What follows belongs to an exercise in optimizing a design on an open flow for small area, a short achievable clock period and few clock cycles; a production flow would make more cautious choices.
RTL that was checked went through simulation tests only; none was proved equivalent to the original.
Power is estimated from default activity; no workload was simulated.

## build 82
==> flow/design.v (excerpt) <==
module ice_rx (
    input  wire        clk,
    input  wire        rst,
    input  wire        in_valid,
    input  wire [7:0]  in_data,
    output wire        in_ready,
    output reg         bit_valid,
    output reg         bit_data,
    output wire        pay_valid,
    output wire [7:0]  pay_data,
    output reg         res_valid,
    output wire [1:0]  res_tag,
    output wire [3:0]  res_code,
    output wire [16:0] res_count,
    output wire [7:0]  res_f0,
    output wire [7:0]  res_f1,
    output wire [7:0]  res_f2,
    output wire [7:0]  res_f3,
    output wire [7:0]  res_f4,
    output wire [7:0]  res_decl
);
For scale: about 730 cells after synthesis, roughly 95 I/O pins, roughly 7600 um2 of cells after synthesis.
export LEC_CHECK = 0
export CAP_MARGIN = 20
export CORE_MARGIN = 2
export CORE_UTILIZATION = 40
export PLACE_DENSITY = 0.6
export SETUP_SLACK_MARGIN = 4.3
export SLEW_MARGIN = 20
create_clock -name core_clock -period 6.5 [get_ports {clk}]
standard.sh (not shown) runs the stock make flow with config.mk's settings and CLKGATE_MAP_FILE= SYNTH_SCRIPT=/design/flow/synth_recipe.tcl, a recipe that flattens the netlist after the stock synthesis.
==> flow/flow/run.sh <==
#!/bin/bash
set -euo pipefail
bash standard.sh \
  "BUFFER_PORTS_ARGS=-buffer_cell sky130_fd_sc_hd__buf_2" \
  "MATCH_CELL_FOOTPRINT=0" \
  "CTS_ARGS=-sink_clustering_enable -repair_clock_nets -dont_use_dummy_load" \
  finish > standard.log 2>&1
Testbench counts of build 82, summed over its fixed seeds: cycles 66,736.
Setup changes, build 82 to build 94
# build 82
export LEC_CHECK = 0
export CAP_MARGIN = 20
export CORE_MARGIN = 2
export CORE_UTILIZATION = 40
export PLACE_DENSITY = 0.6
export SETUP_SLACK_MARGIN = 4.3
export SLEW_MARGIN = 20
create_clock -name core_clock -period 6.5 [get_ports {clk}]
# build 94
export LEC_CHECK = 0
export CAP_MARGIN = 20
export CORE_MARGIN = 2
export CORE_UTILIZATION = 60
export CTS_BUF_LIST = sky130_fd_sc_hd__clkbuf_8
export CTS_CLUSTER_DIAMETER = 60
export CTS_CLUSTER_SIZE = 30
export PLACE_DENSITY = 0.7
export SETUP_SLACK_MARGIN = 4.0
export SLEW_MARGIN = 20
create_clock -name core_clock -period 6.5 [get_ports {clk}]
==> flow/run.sh (new file) <==
#!/bin/bash
# synth_recipe.tcl (not shown) runs the flow's synth.tcl, then flattens the netlist and writes it again
# the make line also repeats each setting of config.mk as NAME=value (left out here)
make -C /OpenROAD-flow-scripts/flow DESIGN_CONFIG=/design/flow/config.mk WORK_HOME=/design/flow/orfs CLKGATE_MAP_FILE= SYNTH_SCRIPT=/design/flow/synth_recipe.tcl finish
removed: flow/flow/run.sh
removed: flow/standard.sh
==> run summary <==
- Compared with build 82, in build 94 via count lost 2.7%, cell area fell about 9%, fraction of area in registers rose by 3.2 points, endpoint arrival time on the critical path picked up an extra 0.09 ns.
- Build 82 reports its end point of the critical path as res_count[0] while build 94 reports res_count[5].
Input changes introduced in build 89 (baseline for comparison: build 94):
# build 94
export LEC_CHECK = 0
export CAP_MARGIN = 20
export CORE_MARGIN = 2
export CORE_UTILIZATION = 60
export CTS_BUF_LIST = sky130_fd_sc_hd__clkbuf_8
export CTS_CLUSTER_DIAMETER = 60
export CTS_CLUSTER_SIZE = 30
export PLACE_DENSITY = 0.7
export SETUP_SLACK_MARGIN = 4.0
export SLEW_MARGIN = 20
create_clock -name core_clock -period 6.5 [get_ports {clk}]
# build 89
export LEC_CHECK = 0
export CAP_MARGIN = 20
export CORE_MARGIN = 2
export CORE_UTILIZATION = 40
export PLACE_DENSITY = 0.6
export SETUP_SLACK_MARGIN = 4.3
export SLEW_MARGIN = 20
create_clock -name core_clock -period 6.5 [get_ports {clk}]
Findings:
- Going from build 94 to build 89, the power per cell area was found to have gone up by about 2%.
- In build 89 the design internal power turned out 13% higher than in build 94.
- Reported for build 89 and build 94, arithmetic-cell share of the synthesized area counting full adders, half adders and majority gates turned out identical to the last digit.
- Higher detailed-route wire length per cell goes to build 94 over build 89.
- Number of standard-cell rows in the floorplan (build 89 over build 94): increase, 22%
- Combined buffer and inverter count along the critical path came out exactly the same in build 89 and build 94.
- When build 89 is set beside build 94, its share of power burned in combinational logic turns out to be 0.8 points smaller.
- More vias were needed by build 89 than by build 94.
- In the reports for build 89 and build 94, the larger wire length belongs to build 89.
- Relative slew slack was higher in build 89 than in build 94.
- Looking at capture point of the worst path, the res_count[5] result is from build 94; the res_f2[7] one comes from build 89.


The RTL this note starts from:
==> flow/design.v <==
module ice_rx (
    input  wire        clk,
    input  wire        rst,
    input  wire        in_valid,
    input  wire [7:0]  in_data,
    output wire        in_ready,
    output reg         bit_valid,
    output reg         bit_data,
    output wire        pay_valid,
    output wire [7:0]  pay_data,
    output reg         res_valid,
    output wire [1:0]  res_tag,
    output wire [3:0]  res_code,
    output wire [16:0] res_count,
    output wire [7:0]  res_f0,
    output wire [7:0]  res_f1,
    output wire [7:0]  res_f2,
    output wire [7:0]  res_f3,
    output wire [7:0]  res_f4,
    output wire [7:0]  res_decl
);
    localparam [1:0] TAG_UNREC = 2'd0, TAG_GOC = 2'd1, TAG_EIN = 2'd2, TAG_MBUS = 2'd3;
    localparam [1:0] P_IDLE = 2'd0, P_LEN_HI = 2'd1, P_LEN_LO = 2'd2, P_BODY = 2'd3;
    function [15:0] crc16_byte;
        input [15:0] c;
        input [7:0]  b;
        integer i;
        reg [15:0] x;
        begin
            x = c ^ {b, 8'h00};
            for (i = 0; i < 8; i = i + 1)
                x = x[15] ? ({x[14:0], 1'b0} ^ 16'h1021) : {x[14:0], 1'b0};
            crc16_byte = x;
        end
    endfunction
    assign in_ready = 1'b1;
    reg        v_q;
    reg [7:0]  d_q;
    reg [1:0]  phase;
    reg [1:0]  chan;
    reg [15:0] r;            
    reg [16:0] c;            
    reg [7:0]  hdr0, hdr1, hdr2, hdr3, hdr4, decl;
    reg [15:0] ck;           
    reg [3:0]  code;
    reg        last;         
    reg        pv;           
    reg        ng;           
    reg        eok;          
    reg        hz;           
    reg        done;         
    reg        err;          
    reg [1:0]  ec;           
    assign res_tag   = chan;
    assign res_code  = code;
    assign res_count = c;
    assign res_f0    = hdr0;
    assign res_f1    = hdr1;
    assign res_f2    = hdr2;
    assign res_f3    = hdr3;
    assign res_f4    = hdr4;
    assign res_decl  = decl;
    assign pay_data  = d_q;
    wire is_goc  = (chan == TAG_GOC);
    wire is_ein  = (chan == TAG_EIN);
    wire is_mbus = (chan == TAG_MBUS);
    wire body    = (phase == P_BODY);
    wire r_hi0   = (r[15:2] == 14'd0);
    wire r_is2   = r_hi0 & (r[1:0] == 2'd2);
    wire u       = &c[16:3];
    wire [2:0] cl = c[2:0];
    assign pay_valid = v_q & pv;
    wire pv_n = (is_ein  & ~r_is2 & (~c[16] | (u & cl == 3'd7))) |
                (is_mbus & ~r_hi0 & (~c[16] | (u & cl[2:1] == 2'b11)));
    wire [7:0] b = d_q;
    wire w_s  = hz & (b >= 8'd6)  & (b <= 8'd14);
    wire w_l  = hz & (b >= 8'd26) & (b <= 8'd34);
    wire w_st = hz & (b >= 8'd56) & (b <= 8'd64);
    wire w_sp = hz & (b >= 8'd86) & (b <= 8'd94);
    wire k_odd = ~c[2];
    wire first = (c[16:3] == 14'd0);
    reg       ev_err;
    reg [1:0] ev_ec;
    reg       ev_bit;
    reg       ev_stop;
    always @(*) begin
        ev_err  = 1'b0;
        ev_ec   = 2'd0;
        ev_bit  = 1'b0;
        ev_stop = 1'b0;
        if (!eok) begin
            ev_err = 1'b1; ev_ec = 2'd0;
        end else if (done) begin
            ev_err = 1'b1; ev_ec = 2'd1;
        end else if (k_odd) begin
            if (!w_s) begin ev_err = 1'b1; ev_ec = 2'd2; end
        end else if (!(w_s | w_l | w_st | w_sp)) begin
            ev_err = 1'b1; ev_ec = 2'd2;
        end else if (first) begin
            if (!w_st) begin ev_err = 1'b1; ev_ec = 2'd3; end
        end else if (w_s | w_l) begin
            ev_bit = 1'b1;
        end else if (w_sp) begin
            ev_stop = 1'b1;
        end else begin
            ev_err = 1'b1; ev_ec = 2'd3;
        end
    end
    wire        word_end = (cl[1:0] == 2'd3);
    wire [13:0] dec3     = c[16:3] - 14'd1;
    wire [13:0] kidx     = c[2] ? {c[15:3], 1'b0} : {dec3[12:0], 1'b1};
    wire        n_ng     = ng | ((cl[1:0] == 2'd0) & (b[7:1] != 7'd0));
    wire        n_err    = err | (word_end & ev_err);
    wire [1:0]  n_ec     = err ? ec : ev_ec;
    wire        n_done   = done | (word_end & ev_stop);
    wire [16:0] c_inc    = c + 17'd1;
    wire        len_diff = (c[16:8] != 9'd0) | (c[7:0] != decl);
    wire [7:0]  sum_n    = ck[7:0] + b;
    wire [15:0] crc_n    = crc16_byte(ck, b);
    wire [15:0] len      = {r[15:8], b};
    wire        short_e  = (len[15:2] == 14'd0);
    wire        short_m  = (len[15:3] == 13'd0);
    always @(posedge clk) begin
        v_q <= in_valid & ~rst;
        d_q <= in_data;
    end
    always @(posedge clk) begin
        if (rst) begin
            phase     <= P_IDLE;
            pv        <= 1'b0;
            res_valid <= 1'b0;
            bit_valid <= 1'b0;
        end else begin
            res_valid <= 1'b0;
            bit_valid <= 1'b0;
            if (v_q) begin
                case (phase)
                P_IDLE: begin
                    hdr0 <= b;
                    if (b == 8'h47 || b == 8'h45 || b == 8'h4D) begin
                        chan  <= (b == 8'h47) ? TAG_GOC : (b == 8'h45) ? TAG_EIN : TAG_MBUS;
                        phase <= P_LEN_HI;
                    end else begin
                        chan      <= TAG_UNREC;
                        code      <= 4'd0;
                        c         <= 17'd1;
                        res_valid <= 1'b1;
                    end
                end
                P_LEN_HI: begin
                    r[15:8] <= b;
                    pv      <= 1'b0;
                    phase   <= P_LEN_LO;
                end
                P_LEN_LO: begin
                    r[7:0] <= b;
                    last   <= (len == 16'd1);
                    err    <= 1'b0;
                    done   <= 1'b0;
                    ck     <= is_ein ? 16'h0000 : 16'hFFFF;
                    case (chan)
                    TAG_GOC:  begin ng <= (b[1:0] != 2'd0); c <= 17'd4; end
                    TAG_EIN:  begin ng <= short_e; c <= short_e ? 17'd1 : 17'h1FFFD; end
                    default:  begin ng <= short_m; c <= short_m ? 17'd1 : 17'h1FFF9; end
                    endcase
                    if (len == 16'd0) begin
                        phase     <= P_IDLE;
                        res_valid <= 1'b1;
                        c         <= 17'd0;
                        code      <= is_goc ? 4'd9 : 4'd1;
                    end else begin
                        phase <= P_BODY;
                    end
                end
                default: begin  
                    r    <= r - 16'd1;
                    c    <= c_inc;
                    last <= r_is2;
                    pv   <= pv_n & ~last;
                    ck <= is_ein ? {ck[15:8], sum_n} : crc_n;
                    if (u) begin
                        if (is_ein) begin
                            if (cl == 3'd5) hdr0 <= b;
                            if (cl == 3'd6) hdr1 <= b;
                            if (cl == 3'd7) decl <= b;
                        end else begin
                            if (cl == 3'd1) hdr0 <= b;
                            if (cl == 3'd2) hdr1 <= b;
                            if (cl == 3'd3) hdr2 <= b;
                            if (cl == 3'd4) hdr3 <= b;
                            if (cl == 3'd5) hdr4 <= b;
                            if (cl == 3'd6) decl <= b;
                        end
                    end
                    if (is_goc) begin
                        ng <= n_ng;
                        if (cl[1:0] == 2'd0) eok <= ~(b[0] ^ c[2]);
                        if (cl[1:0] == 2'd1) hz  <= (b == 8'd0);
                        if (cl[1:0] == 2'd2) hz  <= hz & (b == 8'd0);
                        if (word_end) begin
                            err  <= n_err;
                            ec   <= n_ec;
                            done <= n_done;
                            if (!err && ev_err) {hdr2[5:0], hdr1} <= kidx;
                            if (!err && ev_bit) begin
                                bit_valid <= 1'b1;
                                bit_data  <= w_l;
                            end
                        end
                    end
                    if (last) begin
                        phase     <= P_IDLE;
                        res_valid <= 1'b1;
                        code      <= 4'd0;
                        c         <= c;
                        case (chan)
                        TAG_GOC: begin
                            if (n_ng) begin
                                chan <= TAG_UNREC;
                            end else if (n_err) begin
                                code <= (n_ec == 2'd3) ? 4'd8 : {2'b01, n_ec};
                                c    <= err ? {3'd0, hdr2[5:0], hdr1} : {3'd0, kidx};
                            end else if (!n_done) begin
                                code <= 4'd9;
                                c    <= {2'd0, c[16:2]};
                            end else begin
                                c    <= {3'd0, dec3};
                            end
                        end
                        TAG_EIN: begin
                            if (ng)            code <= 4'd1;
                            else if (len_diff) code <= 4'd2;
                            else if (b != ck[7:0]) code <= 4'd3;
                        end
                        default: begin
                            if (ng)            code <= 4'd1;
                            else if (len_diff) code <= 4'd2;
                            else if (crc_n != 16'd0) code <= 4'd3;
                        end
                        endcase
                    end
                end
                endcase
            end
        end
    end
endmodule
clock: 6.5 ns
lec_check: 0
cap_margin: 20
core_margin: 2
core_utilization: 40
place_density: 0.6
setup_slack_margin: 4.0
slew_margin: 20
run.sh (not shown) runs the stock make flow with config.mk's settings and CLKGATE_MAP_FILE= SYNTH_SCRIPT=/design/flow/synth_recipe.tcl, a recipe that flattens the netlist after the stock synthesis.
Stock flow here: none of the scripts above is used.
The first run completed with no timing, DRC or antenna violations.
Next try:
Settings changed: SETUP_SLACK_MARGIN 4.0 to 3.0.
After rerunning:
- The new run completed with no timing, DRC or antenna violations
- core utilization went down by 8.7 points
- power went down by a few percent
- non-clock buffer count is lower by 129
- clock-buffer cell count is unchanged
- setup slack loses 0.64 ns
- die area is unchanged
- final cell count came out lower by roughly a tenth
- clock skew went down by 0.0053 ns
Function was not checked in any run of this note: the RTL went through the layout flow alone.

==> re-timing with driven ports <==
The flow's constraints put no driver on any port. The routed layouts listed below were extracted and timed again, unchanged, in two steps. Step 1 sets driving cells, clkbuf_16 on the clock port and buf_2 on the other inputs (assumed; they add their load-dependent delay and slew). Step 2 adds t to the input delays and takes it off the output delays; t is the mean of the earliest and latest rising clock arrival at the registers after step 1. Input paths then give back, and output paths get back, about the clock's delay inside the block. Slacks: ideal / step 1 / step 2; pairs: ideal / step 1.
run | shift t [ns] | setup slack, ns | hold slack, ns
build 82 | 0.463 | 4.102 / 4.056 / 3.834 | 0.508 / 0.508 / 0.508
build 94 | 0.502 | 4.010 / 3.972 / 3.598 | 0.540 / 0.540 / 0.540
build 89 | 0.476 | 4.084 / 4.035 / 3.886 | 0.545 / 0.545 / 0.545
the first run of note 2 | 0.478 | 3.720 / 3.720 / 3.720 | 0.497 / 0.497 / 0.497
the second run of note 2 | 0.477 | 3.077 / 3.077 / 2.775 | 0.510 / 0.510 / 0.510
After both steps every run listed still meets setup and hold. For build 94, which loses most, drivers alone change the setup slack by -0.038 ns; drivers and shift together by -0.412 ns.
